Source: an optimization exercise on an open RTL-to-GDS flow (aim: small area, a short achievable clock period and few clock cycles per item). Production flows keep margins and buffers that such runs may drop.
In this exercise RTL edits were held to simulation tests only and were not proved equivalent to the original.

try-violet:
// cva_cost_wta
module cva_cost_wta (
    input  wire         clk,
    input  wire         rst,         
    input  wire         in_valid,
    output wire         in_ready,
    input  wire         in_last,
    input  wire [15:0]  in_d,
    input  wire [2:0]   in_c,        
    input  wire [16:0]  in_wq,       
    input  wire [287:0] in_lwin,
    input  wire [287:0] in_rwin,
    output reg          out_valid,
    output reg          out_last,
    output reg  [31:0]  out_cost,
    output wire [15:0]  out_disp
);
Size in the first run: ~810 flip-flops, ~670 I/O pins, roughly 0.080 mm2 of cells after synthesis.
clock: 20.0 ns
lec_check: 0
cap_margin: 20
core_margin: 2
core_utilization: 65
cts_buf_list: sky130_fd_sc_hd__clkbuf_8
cts_cluster_size: 20
place_density: 0.8
slew_margin: 20
synth_hierarchical: 1
standard.sh (not shown) runs the stock make flow with config.mk's settings and CLKGATE_MAP_FILE= SYNTH_SCRIPT=/design/flow/synth_recipe.tcl, a recipe that flattens the netlist after the stock synthesis.
==> flow/flow/run.sh <==
#!/bin/bash
# Layout flow: the standard flow (standard.sh, all steps), with the
# input and output port buffers made of sky130_fd_sc_hd__buf_2 cells and
# the resizer's setup repair aiming for 14.6 ns of slack (a 5.4 ns path
# target; the clock and the constraints are the design's own).
# Each ORFS step writes its own log under orfs/logs/; the driver's own
# output goes to flow_run.log.
set -o pipefail
export BUFFER_PORTS_ARGS="-buffer_cell sky130_fd_sc_hd__buf_2"
export SETUP_SLACK_MARGIN=14.6
bash standard.sh > flow_run.log 2>&1
Testbench counts of try-violet, summed over its fixed seeds: cycles 86,022, items 85,982.
diff inputs: try-violet => try-willow
Settings: SLEW_MARGIN changed from 20 to 60; CORE_UTILIZATION changed from 65 to 70; PLACE_DENSITY changed from 0.8 to 0.85; CAP_MARGIN changed from 20 to 50.
## What came out
- try-willow vs. try-violet: number of antenna violations at the first check in global routing moved up, non-clock buffer count climbed 4.
- try-willow: synthesis-to-layout area growth higher than try-violet
- [compare] base=try-violet new=try-willow: hold slack has increased, via count has increased.
#### Input delta (try-garnet over try-willow)
Settings: swapping 0.85 for 0.8 in PLACE_DENSITY; swapping 70 for 65 in CORE_UTILIZATION.
-- flow/flow/run.sh --
<<< try-willow, line 3
# input and output port buffers made of sky130_fd_sc_hd__buf_2 cells and
>>> try-garnet, line 3
# input and output port buffers made of sky130_fd_sc_hd__buf_1 cells and
<<< try-willow, line 9
export BUFFER_PORTS_ARGS="-buffer_cell sky130_fd_sc_hd__buf_2"
>>> try-garnet, line 9
export BUFFER_PORTS_ARGS="-buffer_cell sky130_fd_sc_hd__buf_1"
Per the comparison of try-garnet with try-willow, number of buffers created by CTS shrank by about 2.1%; clock period minus worst slack grew by 0.027 ns. Re wire length: try-willow and try-garnet aren't equal, and the lower value belongs to try-garnet. The clock skew on try-garnet is in line with that on try-willow. | final non-filler cell area | try-garnet vs try-willow | better |. Number of clock buffers in the layout: try-willow and try-garnet compared, higher one is try-willow. Total stage count of the critical path, try-willow and try-garnet: smaller value in try-garnet.
The inputs of try-yarrow differ from those of try-garnet as listed below.
Settings: CTS_CLUSTER_SIZE no longer set, was 20; CTS_BUF_LIST no longer set, was sky130_fd_sc_hd__clkbuf_8.
==> flow/flow/run.sh <==
#!/bin/bash
# Layout flow: the standard flow (standard.sh, all steps), with the
# input and output port buffers made of sky130_fd_sc_hd__buf_2 cells and
# the resizer's setup repair aiming for 14.5 ns of slack (a 5.5 ns path
# target; the clock and the constraints are the design's own).
# Each ORFS step writes its own log under orfs/logs/; the driver's own
# output goes to flow_run.log.
set -o pipefail
export BUFFER_PORTS_ARGS="-buffer_cell sky130_fd_sc_hd__buf_2"
export SETUP_SLACK_MARGIN=14.5
bash standard.sh > flow_run.log 2>&1
Findings:
On clock buffer and inverter area fraction after layout, try-garnet tracks try-yarrow almost exactly. Compared with try-garnet, try-yarrow shows a higher met2 track demand over resource in global routing. Looking at global-route usage over all layers, try-yarrow sits 0.15 points below try-garnet. try-yarrow vs try-garnet, critical path start-end classification: reg2reg vs reg2out.

---

== build 36 ==
cva_cost_wta again, from the RTL that the note above started with.
Settings: LEC_CHECK=0, CAP_MARGIN=50, CORE_MARGIN=2, CORE_UTILIZATION=65, CTS_BUF_LIST=sky130_fd_sc_hd__clkbuf_16, CTS_CLUSTER_SIZE=40, PLACE_DENSITY=0.8, SLEW_MARGIN=60, SYNTH_HIERARCHICAL=1; clock period 20.0 ns.
==> flow/flow/run.sh <==
#!/bin/bash
# Layout flow: the standard flow (standard.sh, all steps), with the
# input and output port buffers made of sky130_fd_sc_hd__buf_2 cells and
# the resizer's setup repair aiming for 14.6 ns of slack (a 5.4 ns path
# target; the clock and the constraints are the design's own).
# Each ORFS step writes its own log under orfs/logs/; the driver's own
# output goes to flow_run.log.
set -o pipefail
export BUFFER_PORTS_ARGS="-buffer_cell sky130_fd_sc_hd__buf_2"
export SETUP_SLACK_MARGIN=14.6
bash standard.sh > flow_run.log 2>&1
Testbench counts of build 36, summed over its fixed seeds: cycles 86,022, items 85,982.
What build 3 does differently from build 36 at the input level:
# build 36
export LEC_CHECK = 0
export CAP_MARGIN = 50
export CORE_MARGIN = 2
export CORE_UTILIZATION = 65
export CTS_BUF_LIST = sky130_fd_sc_hd__clkbuf_16
export CTS_CLUSTER_SIZE = 40
export PLACE_DENSITY = 0.8
export SLEW_MARGIN = 60
export SYNTH_HIERARCHICAL = 1
create_clock -name core_clock -period 20.0 [get_ports {clk}]
# build 3
export LEC_CHECK = 0
export CAP_MARGIN = 50
export CORE_MARGIN = 2
export CORE_UTILIZATION = 60
export CTS_BUF_LIST = sky130_fd_sc_hd__clkbuf_8
export CTS_CLUSTER_SIZE = 20
export PLACE_DENSITY = 0.7
export SLEW_MARGIN = 60
export SYNTH_HIERARCHICAL = 1
create_clock -name core_clock -period 20.0 [get_ports {clk}]
==> flow/flow/run.sh <==
#!/bin/bash
# Layout flow: the standard flow (standard.sh, all steps), with the
# input and output port buffers made of sky130_fd_sc_hd__buf_2 cells and
# the resizer's setup repair aiming for 14.5 ns of slack (a 5.5 ns path
# target; the clock and the constraints are the design's own).
# Each ORFS step writes its own log under orfs/logs/; the driver's own
# output goes to flow_run.log.
set -o pipefail
export BUFFER_PORTS_ARGS="-buffer_cell sky130_fd_sc_hd__buf_2"
export SETUP_SLACK_MARGIN=14.5
bash standard.sh > flow_run.log 2>&1
--- outcome ---
Compared with build 36, in build 3 hold slack lost 7.0 ps; via count of the first global-routing pass lost 1330.
From build 36 to build 3 the numbers moved as follows: number of nets in the final layout +47, clock-pin slew on the worst setup and hold paths ~0 delta, core utilization -5.3 points, first-pass GRT wire length -2400 microns.
Modified inputs, build 33 compared to build 3
# build 3
export LEC_CHECK = 0
export CAP_MARGIN = 50
export CORE_MARGIN = 2
export CORE_UTILIZATION = 60
export CTS_BUF_LIST = sky130_fd_sc_hd__clkbuf_8
export CTS_CLUSTER_SIZE = 20
export PLACE_DENSITY = 0.7
export SLEW_MARGIN = 60
export SYNTH_HIERARCHICAL = 1
create_clock -name core_clock -period 20.0 [get_ports {clk}]
# build 33
export LEC_CHECK = 0
export CAP_MARGIN = 50
export CORE_MARGIN = 2
export CORE_UTILIZATION = 65
export CTS_BUF_LIST = sky130_fd_sc_hd__clkbuf_8
export CTS_CLUSTER_SIZE = 20
export PLACE_DENSITY = 0.8
export SLEW_MARGIN = 60
export SYNTH_HIERARCHICAL = 1
create_clock -name core_clock -period 20.0 [get_ports {clk}]
==> flow/flow/run.sh <==
#!/bin/bash
# Layout flow: the standard flow (standard.sh, all steps), with the
# input and output port buffers made of sky130_fd_sc_hd__buf_2 cells and
# the resizer's setup repair aiming for 14.6 ns of slack (a 5.4 ns path
# target; the clock and the constraints are the design's own).
# Each ORFS step writes its own log under orfs/logs/; the driver's own
# output goes to flow_run.log.
set -o pipefail
export BUFFER_PORTS_ARGS="-buffer_cell sky130_fd_sc_hd__buf_2"
export SETUP_SLACK_MARGIN=14.6
bash standard.sh > flow_run.log 2>&1
--- outcome ---
Of the two values seen for critical path startpoint, best_d[2] was produced by build 33 and best_d[14] by build 3. Final non-filler cell area delta (build 33 -> build 3): insignificant. Build 3 → build 33: flip-flop and latch count barely changed; post-route worst setup slack went up 25 ps; number of nets with antenna violations after routing roughly the same; routability congestion estimate from global placement saw a decrease.

---

## the reference run
Another version of the RTL of cva_cost_wta (not shown whole).
Size: roughly 7300 cells after synthesis, about 830 flip-flops, about 79000 um^2 of cells after synthesis.
==> flow/config.mk <==
export PLATFORM = sky130hd
export DESIGN_NAME = cva_cost_wta
export DESIGN_NICKNAME = cva_cost_wta
export VERILOG_FILES = /design/flow/design.v
export SDC_FILE = /design/flow/constraint.sdc
export NUM_CORES = 4
export LEC_CHECK = 0
export CAP_MARGIN = 50
export CORE_MARGIN = 2
export CORE_UTILIZATION = 60
export PLACE_DENSITY = 0.7
export SLEW_MARGIN = 60
export SYNTH_HIERARCHICAL = 1
==> flow/constraint.sdc <==
create_clock -name core_clock -period 20.0 [get_ports {clk}]
set_input_delay 4.0000 -clock core_clock [delete_from_list [all_inputs] [get_ports {clk}]]
set_output_delay 4.0000 -clock core_clock [all_outputs]
set_load 0.01 [all_outputs]
==> flow/flow/run.sh <==
#!/bin/bash
# Layout flow: the standard flow (standard.sh, all steps), with the
# input and output port buffers made of sky130_fd_sc_hd__buf_2 cells and
# the resizer's setup repair aiming for 14.7 ns of slack (a 5.3 ns path
# target; the clock and the constraints are the design's own).
# Each ORFS step writes its own log under orfs/logs/; the driver's own
# output goes to flow_run.log.
set -o pipefail
export BUFFER_PORTS_ARGS="-buffer_cell sky130_fd_sc_hd__buf_2"
export SETUP_SLACK_MARGIN=14.7
bash standard.sh > flow_run.log 2>&1
Testbench counts of the reference run, summed over its fixed seeds: cycles 86,022, items 85,982.
--- input diff the reference run..the trial run ---
Settings: CAP_MARGIN: 50 -> 20; SLEW_MARGIN: 60 -> 80.
==> flow/flow/run.sh <==
#!/bin/bash
# Layout flow: the standard flow (standard.sh, all steps), with the
# input and output port buffers made of sky130_fd_sc_hd__buf_2 cells.
# Each ORFS step writes its own log under orfs/logs/; the driver's own
# output goes to flow_run.log.
set -o pipefail
export BUFFER_PORTS_ARGS="-buffer_cell sky130_fd_sc_hd__buf_2"
bash standard.sh > flow_run.log 2>&1
[summary]
Overall via count from detail_route, the trial run vs the reference run: up slightly
From the reference run to the trial run the numbers moved as follows: aggregate global-route resource usage shows an increase of 0.48 points, share of the clock period used by the worst path after layout shows an increase of 8.2 points.

---

cva_cost_wta again, from the RTL that the note above started with.
export LEC_CHECK = 0
export CAP_MARGIN = 50
export CORE_MARGIN = 2
export CORE_UTILIZATION = 60
export PLACE_DENSITY = 0.7
export SLEW_MARGIN = 60
export SYNTH_HIERARCHICAL = 1
create_clock -name core_clock -period 20.0 [get_ports {clk}]
==> flow/flow/run.sh <==
#!/bin/bash
# Layout flow: the standard flow (standard.sh, all steps), with the
# input and output port buffers made of sky130_fd_sc_hd__buf_2 cells and
# the resizer's setup repair aiming for 15.2 ns of slack (a 4.8 ns path
# target; the clock and the constraints are the design's own).
# Each ORFS step writes its own log under orfs/logs/; the driver's own
# output goes to flow_run.log.
set -o pipefail
export BUFFER_PORTS_ARGS="-buffer_cell sky130_fd_sc_hd__buf_2"
export SETUP_SLACK_MARGIN=15.2
bash standard.sh > flow_run.log 2>&1
Testbench counts at the start, summed over its fixed seeds: cycles 86,022, items 85,982.
Then changed:
==> flow/flow/run.sh (replaced) <==
#!/bin/bash
# Layout flow: the standard flow (standard.sh, all steps), with the
# input and output port buffers made of sky130_fd_sc_hd__buf_2 cells and
# the resizer's setup repair aiming for 14.3 ns of slack (a 5.7 ns path
# target; the clock and the constraints are the design's own).
# Each ORFS step writes its own log under orfs/logs/; the driver's own
# output goes to flow_run.log.
set -o pipefail
export BUFFER_PORTS_ARGS="-buffer_cell sky130_fd_sc_hd__buf_2"
export SETUP_SLACK_MARGIN=14.3
bash standard.sh > flow_run.log 2>&1
What happened: Non-clock buffer count came out lower by 403. Sequential cell count is unchanged. Area after synthesis is unchanged. Fmax came out lower by a few percent. Die area does not change. Count of clock-buffer cells in the layout came out lower by 3. Cell area came out lower by roughly a tenth. Sequential share of layout area came out higher by 1.6 points. Global-route usage came out lower by 0.31 points. Core utilization came out lower by 7.1 points.

---

cva_cost_wta again, from the RTL that the note above started with.
## cva_cost_wta
module cva_cost_wta (
    input  wire         clk,
    input  wire         rst,         
    input  wire         in_valid,
    output wire         in_ready,
    input  wire         in_last,
    input  wire [15:0]  in_d,
    input  wire [2:0]   in_c,        
    input  wire [16:0]  in_wq,       
    input  wire [287:0] in_lwin,
    input  wire [287:0] in_rwin,
    output reg          out_valid,
    output reg          out_last,
    output reg  [31:0]  out_cost,
    output reg  [15:0]  out_disp
);
Settings: LEC_CHECK=0, CAP_MARGIN=50, CORE_MARGIN=2, CORE_UTILIZATION=60, PLACE_DENSITY=0.7, SLEW_MARGIN=60, SYNTH_HIERARCHICAL=1; clock period 20.0 ns.
==> flow/flow/run.sh <==
#!/bin/bash
# Layout flow: the standard flow (standard.sh, all steps), with the
# input and output port buffers made of sky130_fd_sc_hd__buf_2 cells.
# Each ORFS step writes its own log under orfs/logs/; the driver's own
# output goes to flow_run.log.
set -o pipefail
export BUFFER_PORTS_ARGS="-buffer_cell sky130_fd_sc_hd__buf_2"
bash standard.sh > flow_run.log 2>&1
Testbench counts at the start, summed over its fixed seeds: cycles 86,022, items 85,982.
Then changed:
--- a/flow/flow/run.sh
+++ b/flow/flow/run.sh
@@ -3 +3,3 @@
-# input and output port buffers made of sky130_fd_sc_hd__buf_2 cells.
+# input and output port buffers made of sky130_fd_sc_hd__buf_2 cells and
+# the resizer's setup repair aiming for 14.5 ns of slack (a 5.5 ns path
+# target; the clock and the constraints are the design's own).
@@ -7,0 +10 @@
+export SETUP_SLACK_MARGIN=14.5
Effect: The changed run produced a clean layout; global-route usage is about the same; final area is about the same; clock skew falls by 0.0073 ns; worst setup slack improves by 0.22 ns; cell count stays flat; synthesized area does not change; count of clock-buffer cells in the layout increases by 7.

-- separate check: timing with driven ports --
The flow's constraints put no driver on any port. The routed layouts listed below were extracted and timed again, unchanged, in two steps. Step 1 sets driving cells, clkbuf_16 on the clock port and buf_2 on the other inputs (assumed; they add their load-dependent delay and slew). Step 2 adds t to the input delays and takes it off the output delays; t is the mean of the earliest and latest rising clock arrival at the registers after step 1. Input paths then give back, and output paths get back, about the clock's delay inside the block. Slacks: ideal ports / drivers / drivers and shift; pairs: ideal ports / drivers.
run	shift t [ns]	setup WS [ns]	worst register clock-pin slew, ns	worst slew at a driven data input, ns	cell pins on the clock port's net
try-violet	0.968	14.557 / 14.475 / 14.183	0.07 / 0.07	0.15	1
try-willow	0.900	14.610 / 14.542 / 14.132	0.09 / 0.09	0.11	1
try-garnet	0.966	14.583 / 14.505 / 14.129	0.07 / 0.07	0.11	1
try-yarrow	0.769	14.605 / 14.605 / 13.987	0.07 / 0.07	0.10	1
build 36	0.758	14.717 / 14.693 / 14.137	0.07 / 0.07	0.15	1
build 3	0.953	14.589 / 14.507 / 14.077	0.07 / 0.07	0.08	1
build 33	0.952	14.614 / 14.536 / 14.167	0.07 / 0.07	0.15	1
the reference run	0.806	14.542 / 14.542 / 14.307	0.08 / 0.08	0.12	1
the trial run	0.804	12.902 / 12.902 / 12.902	0.07 / 0.07	0.10	1
the first run of note 4	0.766	14.648 / 14.648 / 14.377	0.08 / 0.08	0.10	1
the second run of note 4	0.766	14.424 / 14.424 / 14.012	0.07 / 0.07	0.10	1
the first run of note 5	0.767	14.287 / 14.287 / 14.011	0.07 / 0.07	0.10	1
the second run of note 5	0.760	14.511 / 14.511 / 14.051	0.07 / 0.07	0.14	1
After both steps every run listed still meets setup and hold. The setup slack of try-yarrow, which loses most, moves by 0.000 ns with the drivers and by -0.618 ns with both steps.
